Context: an optimization exercise on an open-source flow, tuned for small area. The choices shown serve that exercise and are no tape-out recipe. At most, simulation tests tie the RTL to the original design; equivalence was not proved. No activity file was given, so power comes from the tool's default toggle rates.

04-12:
// framer_rx
module framer_rx (
    input  wire        clk,
    input  wire        rst,
    input  wire        in_valid,
    input  wire [7:0]  in_byte,
    input  wire        in_exhaust,
    output reg         ev_valid,
    output wire [2:0]  ev,
    output wire [2:0]  st,
    output reg         frm_byte_valid,
    output wire [7:0]  frm_byte,
    output wire [16:0] frm_len,
    output wire [31:0] frm_crc_rx,
    output wire [31:0] frm_crc_calc,
    output wire [2:0]  hdr_version,
    output wire        hdr_packet_type,
    output wire        hdr_sec_hdr_flag,
    output wire [10:0] hdr_apid,
    output wire [1:0]  hdr_seq_flags,
    output wire [13:0] hdr_seq_count,
    output wire [15:0] hdr_data_length,
    output wire [47:0] hdr_timing_info,
    output wire [7:0]  hdr_segment_number,
    output wire [7:0]  hdr_function_code,
    output wire [15:0] hdr_address_code
);
Size in the first run: roughly 590 cells after synthesis, roughly 8100 µm² of cells after synthesis.
export LEC_CHECK = 0
export CAP_MARGIN = 20
export CORE_MARGIN = 2
export CORE_UTILIZATION = 65
export SLEW_MARGIN = 20
create_clock -name core_clock -period 5.0 [get_ports {clk}]
standard.sh (not shown) runs the stock make flow with config.mk's settings and CLKGATE_MAP_FILE= SYNTH_SCRIPT=/design/flow/synth_recipe.tcl, a recipe that flattens the netlist after the stock synthesis.
==> flow/flow/run.sh <==
#!/bin/bash
# The standard layout (standard.sh), with these changes:
#  - synthesis maps logic with one pass of ABC's &dch/&nf mapping and no
#    buffering or upsizing (flow/synth.tcl, flow/abc_area.script);
#  - after floorplan, combinational cells are swapped to their smallest
#    drive strength (flow/downsize.tcl); later repair upsizes where needed;
#  - ports are buffered with sky130_fd_sc_hd__buf_1 instead of the larger
#    cell buffer_ports picks by default;
#  - CTS uses small clock buffers, clusters of at most 18 sinks, and
#    inserts no dummy loads.
export FLOW_WORK=$PWD
export MY_ABC_SCRIPT=$PWD/flow/abc_area.script
export POST_FLOORPLAN_TCL=$PWD/flow/downsize.tcl
export BUFFER_PORTS_ARGS="-buffer_cell sky130_fd_sc_hd__buf_1"
export CTS_ARGS="-sink_clustering_enable -sink_clustering_size 18 -sink_clustering_max_diameter 60 -repair_clock_nets -dont_use_dummy_load -buf_list {sky130_fd_sc_hd__clkbuf_2 sky130_fd_sc_hd__clkbuf_4 sky130_fd_sc_hd__clkbuf_8}"
sed "s#SYNTH_SCRIPT=[^ ]*#SYNTH_SCRIPT=$PWD/flow/synth.tcl#" standard.sh > flow_standard.sh
grep -q "SYNTH_SCRIPT=$PWD/flow/synth.tcl" flow_standard.sh || { echo "could not set SYNTH_SCRIPT" >&2; exit 1; }
bash flow_standard.sh > standard.log 2>&1
Other scripts of this flow, unchanged in this note and not shown: flow/flow/abc_area.script, flow/flow/downsize.tcl, flow/flow/synth.tcl
The following lists how 10-01 was set up differently from 04-12:
--- a/flow/design.v
+++ b/flow/design.v
@@ -2,17 +2,17 @@
     input  wire        clk,
     input  wire        rst,
     input  wire        in_valid,
     input  wire [7:0]  in_byte,
     input  wire        in_exhaust,
     output reg         ev_valid,
     output wire [2:0]  ev,
     output wire [2:0]  st,
-    output reg         frm_byte_valid,
+    output wire        frm_byte_valid,
     output wire [7:0]  frm_byte,
     output wire [16:0] frm_len,
     output wire [31:0] frm_crc_rx,
     output wire [31:0] frm_crc_calc,
     output wire [2:0]  hdr_version,
     output wire        hdr_packet_type,
     output wire        hdr_sec_hdr_flag,
     output wire [10:0] hdr_apid,
@@ -122,20 +122,18 @@
     assign crc_next[28] = ~(p5 ^ p7);
     assign crc_next[29] = p14 ^ p5;
     assign crc_next[30] = ~(p14 ^ x6);
     assign crc_next[31] = ~(p6);
     always @(posedge clk) begin
         if (rst) begin
             s              <= S_IDLE;
             ev_valid       <= 1'b0;
-            frm_byte_valid <= 1'b0;
         end else begin
             ev_valid       <= in_valid | in_exhaust;
-            frm_byte_valid <= feed & in_frame;
             if (feed) begin
                 case (s)
                     S_IDLE:  s <= S_SYNC;
                     S_SYNC:  if (match) s <= S_PHDR;
                     S_PHDR:  if (n_is_2) s <= short_len ? S_IDLE : S_SHDR;
                     S_SHDR:  if (n_is_12) s <= S_DATA;
                     S_DATA:  if (n_is_dlen) s <= S_T1;
                     S_T1:    s <= S_T2;
@@ -166,16 +164,19 @@
         if (in_idle | in_sync)
             crc <= 32'd0;
         else if (feed & (in_hdr | (in_data & ~n_is_dlen)))
             crc <= crc_next;
     end
     assign st           = {s[2], s[1] & ~s[2], s[0] & ~s[2]};
     assign ev           = e;
     assign frm_byte     = lb;
+    assign frm_byte_valid = ev_valid & (s[2] | (s[1] & s[0]) |
+                                        (s[1] & ~(n[2] & ~n[1] & n[0])) |
+                                        e[1] | e[2]);
     assign frm_crc_rx   = crc_rx;
     assign frm_crc_calc = crc;
     assign frm_len      = {1'b0, dlen} + 17'd7;
     assign hdr_version        = hdr[127:125];
     assign hdr_packet_type    = hdr[124];
     assign hdr_sec_hdr_flag   = hdr[123];
     assign hdr_apid           = hdr[122:112];
     assign hdr_seq_flags      = hdr[111:110];
Findings:
Higher met3 usage in global routing was reported by 10-01, not 04-12. Re count of multi-input combinational gates: 10-01 and 04-12 aren't equal, and the lower value belongs to 04-12. Non-clock buffer count: 04-12 vs 10-01 identical. 04-12 gets by with more registers than 10-01. Comparing 10-01 and 04-12, the lower clock buffer instance count of the final layout is on 04-12. First-iteration DRC count sits higher in 10-01 than in 04-12. Power density over cell area: higher on 10-01. In 10-01 the CTS sink count turned out 0.50% lower than in 04-12. Logic gate share of total power (higher): 10-01. In terms of area of the die, 04-12 and 10-01 differ only marginally. 10-01 vs. 04-12: flip-flop and latch count after synthesis has decreased; part of the cycle the worst path needs moved up; time the final worst path needs with I/O delays and setup saw an increase.
Only the layout flow was run in 10-01; the RTL was not checked for function there.

==> what the ideal ports hide <==
The flow's constraints put no driver on any port. The routed layouts listed below were extracted and timed again, unchanged, in two steps.
Step 1 (the two cells are an assumption about what drives the block):
set clk [get_ports {clk}]
set_driving_cell -lib_cell sky130_fd_sc_hd__clkbuf_16 $clk
set_driving_cell -lib_cell sky130_fd_sc_hd__buf_2 [delete_from_list [all_inputs] $clk]
Step 2 moves the port delays by t, midway between the first and last clock arrival at a register: inputs arrive t later, outputs are due t later. That takes back most of the time a late clock gives input paths.
a / b / c = ideal / step 1 / step 2; a / b = the first two.
run	t, ns	slack for setup (ns)	worst setup path at the end	worst register clock-pin slew, ns
04-12	0.495	1.343 / 1.307 / 1.543	input to register	0.11 / 0.11
10-01	0.497	1.304 / 1.265 / 1.762	register to output	0.11 / 0.11
After both steps setup and hold are still met in every run listed.
